Source: an optimization exercise on an open RTL-to-GDS flow (aim: small area). Production flows keep margins and buffers that such runs may drop.
Function was checked by simulation only, so behaviour that the tests miss may differ from the original.
No activity file was given, so power comes from the tool's default toggle rates.

==> build 29: inputs <==
==> flow/design.v (excerpt) <==
module rld_block (
    input  wire        clk,
    input  wire        rst,
    input  wire        host_we,
    input  wire [4:0]  host_addr,
    input  wire [16:0] host_wdata,
    output reg  [16:0] host_rdata,
    output wire        busy,
    output reg         mem_req,
    output reg         mem_we,
    output wire [15:0] mem_addr,
    output wire [7:0]  mem_wdata,
    input  wire        mem_gnt,
    input  wire [7:0]  mem_rdata,
    output wire [7:0]  xlat_idx,
    input  wire [7:0]  xlat_data
);
    localparam [5:0]
        IDLE = 6'd0,
        S1   = 6'd1,  S4   = 6'd2,  S4B  = 6'd3,  S5   = 6'd4,  I2   = 6'd5,
        FH   = 6'd6,  CAP  = 6'd7,  ENDC = 6'd8,  F_DST = 6'd9,
        CCHK = 6'd11, CRD  = 6'd12, CDAT = 6'd13, DLUT = 6'd14,
        DFIX = 6'd15, VCHK = 6'd16, VRD  = 6'd17, VDAT = 6'd18,
        DCHK = 6'd19, DRD  = 6'd20, DDAT = 6'd21, INC  = 6'd22, OUTL = 6'd23,
        DEC  = 6'd24,
        LA   = 6'd25, LB1  = 6'd26, LB2  = 6'd27, LC   = 6'd28, LD   = 6'd29,
  ...
Settings: LEC_CHECK=0, CAP_MARGIN=20, CORE_MARGIN=2, CORE_UTILIZATION=45, GPL_TIMING_DRIVEN=0, SLEW_MARGIN=20; clock period 11.0 ns.
standard.sh (not shown) runs the stock make flow with config.mk's settings and CLKGATE_MAP_FILE= SYNTH_SCRIPT=/design/flow/synth_recipe.tcl, a recipe that flattens the netlist after the stock synthesis.
==> flow/flow/run.sh <==
#!/bin/bash
# Standard layout with extra ORFS settings: synthesis buffers are removed at
# floorplan (timing repair re-adds what is needed), ports are buffered with
# the smallest buffer cell, and clock tree synthesis adds no dummy loads.
set -euo pipefail
bash standard.sh REMOVE_ABC_BUFFERS=1 \
  "BUFFER_PORTS_ARGS=-buffer_cell sky130_fd_sc_hd__buf_1" \
  "CTS_ARGS=-sink_clustering_enable -repair_clock_nets -sink_clustering_size 15 -sink_clustering_max_diameter 60 -buf_list sky130_fd_sc_hd__clkbuf_8 -dont_use_dummy_load" \
  finish > standard_flow.log 2>&1
==> trial 44 (differences from build 29) <==
--- a/flow/design.v
+++ b/flow/design.v
@@ -15,17 +15,17 @@
     output wire [7:0]  xlat_idx,
     input  wire [7:0]  xlat_data
 );
     localparam [5:0]
         IDLE = 6'd0,
         S1   = 6'd1,  S4   = 6'd2,  S4B  = 6'd3,  S5   = 6'd4,  I2   = 6'd5,
         FH   = 6'd6,  CAP  = 6'd7,  ENDC = 6'd8,  F_DST = 6'd9,
         CCHK = 6'd11, CRD  = 6'd12, CDAT = 6'd13, DLUT = 6'd14,
-        DFIX = 6'd15, VCHK = 6'd16, VRD  = 6'd17, VDAT = 6'd18,
+        VRD  = 6'd17, VDAT = 6'd18,
         DCHK = 6'd19, DRD  = 6'd20, DDAT = 6'd21, INC  = 6'd22, OUTL = 6'd23,
         DEC  = 6'd24,
         LA   = 6'd25, LB1  = 6'd26, LB2  = 6'd27, LC   = 6'd28, LD   = 6'd29,
         Q1   = 6'd30, Q2   = 6'd31, Q3   = 6'd32, Q4   = 6'd33, Q5   = 6'd34,
         Q7   = 6'd35, Q8   = 6'd36, Q9   = 6'd37, Q10  = 6'd38, Q11  = 6'd39,
         Q14  = 6'd40,
         M1   = 6'd41, M2   = 6'd42, M3   = 6'd43, M4   = 6'd44, RS1  = 6'd45,
         RS2  = 6'd46, RD   = 6'd47, WR   = 6'd48, SI   = 6'd49, PD   = 6'd50,
@@ -78,21 +78,20 @@
             F_TM:   begin ysel = A_TMSRC; end
             F_CL:   begin ysel = A_CLSRC; end
             F_CDST: begin ysel = A_CDST; end
             S5:   begin ysel = A_SEND; end
             I2:   begin xsel = X_ONES; end
             FH:   begin ysel = A_HEIGHT; end
             CAP:  begin xsel = X_P1; ysel = A_DCAP; yinv = 1'b1; end
             ENDC: begin xsel = X_P1; ysel = A_DST; end
-            DFIX: begin xsel = X_ONES; ysel = A_REM; end
-            CCHK, VCHK, DCHK: begin xsel = X_P2; ysel = A_SRC; yinv = 1'b1; end
+            CCHK, CDAT, DCHK: begin xsel = X_P2; ysel = A_SRC; yinv = 1'b1; end
             CRD, VRD, DRD, INC: begin xsel = X_SRC; cin = 1'b1; end
             DLUT: begin ysel = {3'b110, mode_r, rem_r[5]}; end
-            CDAT, VDAT: begin ysel = A_MEMRD; end
+            VDAT: begin ysel = A_MEMRD; end
             DDAT, OUTL, WR: begin xsel = X_P1; cin = 1'b1; end
             RD:   begin xsel = X_P2; cin = 1'b1; end
             SI:   begin xsel = X_P2; yinv = 1'b1; end
             DEC, LA, LC, PD: begin xsel = X_ONES; ysel = A_CNT; end
             LB1:  begin xsel = X_P1; ysel = is_proj ? A_DSTRIDE : A_WIDTH; end
             LB2:  begin xsel = X_P2; ysel = A_WIDTH; end
             LD:   begin xsel = X_P1; ysel = A_DSTRIDE; end
             Q1:   begin ysel = A_VPH; end
@@ -198,16 +197,17 @@
         case (state)
             CRD, VRD, DRD, RD: mem_req = 1'b1;
             DDAT, OUTL: begin mem_req = is_fill; mem_we = 1'b1; end
             WR: begin mem_req = 1'b1; mem_we = 1'b1; end
             default: ;
         endcase
     end
     wire [7:0] cmd_in = host_wdata[7:0];
+    wire [5:0] rem_dec = rem_r - 6'd1;
     wire       win_empty = (vpw_r == 8'd0) || (vph_r == 8'd0);
     wire [16:0] wd  = host_wdata & {17{~rst}};
     wire        hw  = host_we | rst;
     always @(posedge clk) begin
         if (hw && (rst || host_addr == 5'h04)) ctrl_r    <= wd[1:0];
         if (hw && (rst || host_addr == 5'h07)) send_r    <= wd;
         if (hw && (rst || host_addr == 5'h08)) dst_r     <= wd;
         if (hw && (rst || host_addr == 5'h09)) dcap_r    <= wd;
@@ -298,46 +298,40 @@
             S4: state <= S4B;
             S4B: state <= state + 6'd1;
             I2: state <= S5;
             S5: begin
                 p2_r  <= s;
                 state <= DEC;
             end
             FH: state <= LA;
-            CCHK, VCHK, DCHK: begin
-                if (src_ok) begin
-                    state <= state + 6'd1;
-                end else begin
-                    if (state == VCHK) rem_r <= 6'd0;
-                    state <= F_SRC;
-                end
-            end
+            CCHK, DCHK: state <= src_ok ? state + 6'd1 : F_SRC;
             CRD, VRD: if (mem_gnt) begin
                 src_r <= s;
                 state <= state + 6'd1;
             end
             DRD: if (mem_gnt) begin
                 if (!is_fill) src_r <= s;
                 state <= state + 6'd1;
             end
             CDAT: begin
-                rem_r <= s[5:0];
                 if (mem_rdata[7]) begin
+                    rem_r  <= mem_rdata[5:0];
                     mode_r <= mem_rdata[6];      
                     state  <= DLUT;
                 end else if (mem_rdata[6]) begin
-                    state <= VCHK;
+                    if (src_ok) rem_r <= mem_rdata[5:0];
+                    state <= src_ok ? VRD : F_SRC;
                 end else begin
+                    rem_r  <= mem_rdata[5:0];
                     mode_r <= 1'b0;
-                    state  <= DCHK;
+                    state  <= src_ok ? DRD : F_SRC;
                 end
             end
-            DLUT: state <= state + 6'd1;
-            DFIX: begin rem_r <= {1'b0, s[4:0]}; mode_r <= 1'b1; state <= OUTL; end
+            DLUT: begin rem_r <= {1'b0, rem_dec[4:0]}; mode_r <= 1'b1; state <= OUTL; end
             VDAT: begin mode_r <= 1'b1; state <= OUTL; end
             DDAT: begin
                 if (!is_fill) state <= DEC;
                 else if (mem_gnt) state <= state + 6'd1;
                 else state <= DRD;
             end
             INC:  begin src_r <= s; state <= DEC; end
             OUTL: if (!is_fill || mem_gnt) state <= state + 6'd1;
@@ -349,17 +343,17 @@
                         inited_r <= 1'b1;
                     end
                     p2_r      <= 17'd0;
                     errcode_r <= 3'd0;
                     state     <= IDLE;
                 end else if (is_init) begin
                     state <= DCHK;
                 end else if (rem_r != 6'd0) begin
-                    rem_r <= rem_r - 6'd1;
+                    rem_r <= rem_dec;
                     state <= mode_r ? OUTL : DCHK;
                 end else begin
                     state <= CCHK;
                 end
             end
             LA:  state <= carry ? LB1 : (is_proj ? Q9 : CAP);
             LB1: state <= is_proj ? LB2 : LA;
             LB2: begin p2_r <= s; state <= LA; end
CORE_UTILIZATION = 62   (was 45)
==> qor summary <==
item	build 29	trial 44
Outcome	complete, no violations	complete, no violations
Buffers plus inverters on the worst setup path	3	1
Met2 usage in global routing	52.7%	67.1%
Part of the power in registers	26.6%	38.7%
Actual slew at the worst max-slew pin	1.33 ns	1.19 ns
Rel. slew slack	11.0%	19.7%
Launch point of the critical path	state[0]	state[3]
Final critical-path setup slack	0.551 ns	0.382 ns
R2R Path Start	state[0]	state[3]
Synthesized netlist cell count	1633	1567
Delay of the slowest cell on the worst path	1.05 ns	0.73 ns
Worst clock skew	0.0994 ns	0.126 ns
Share of Yosys cell area claimed by the top area cell type	45.2%	45.8%
Compound-Gate Fraction of Synth Area	18.9%	19.2%
Layout non-clock buf frac	5.29%	4.23%
Number of cell instances on the worst register-to-register path	34	32
Height of the chip	196 um	166 um
Worst setup path endpoint	state[3]	state[1]
Final instance count without filler cells	2174	1942
Cell-internal power	3.02 mW	2.10 mW
Pwr/cell area	345 mW/mm2	210 mW/mm2
Power Clock	601 uW	572 uW

## afterwards: timing with drivers on the ports
The results above use ideal ports. As a check the final layouts listed here were re-extracted and re-timed, cells and wires unchanged.
Step 1 assumes that a clkbuf_16 drives the clock port and a buf_2 every other input.
Step 2 moves the port delays by t, midway between the first and last clock arrival at a register: inputs arrive t later, outputs are due t later. That takes back most of the time a late clock gives input paths.
Slacks: ideal ports / drivers / drivers and shift; pairs: ideal ports / drivers.
run | shift t [ns] | setup slack, ns | worst data-port slew with drivers (ns)
build 29 | 0.657 | 0.551 / 0.551 / 0.157 | 0.04
trial 44 | 0.619 | 0.382 / 0.382 / 0.186 | 0.07
After both steps setup and hold are still met in every run listed. The setup slack of build 29, which loses most, moves by 0.000 ns with the drivers and by -0.394 ns with both steps.
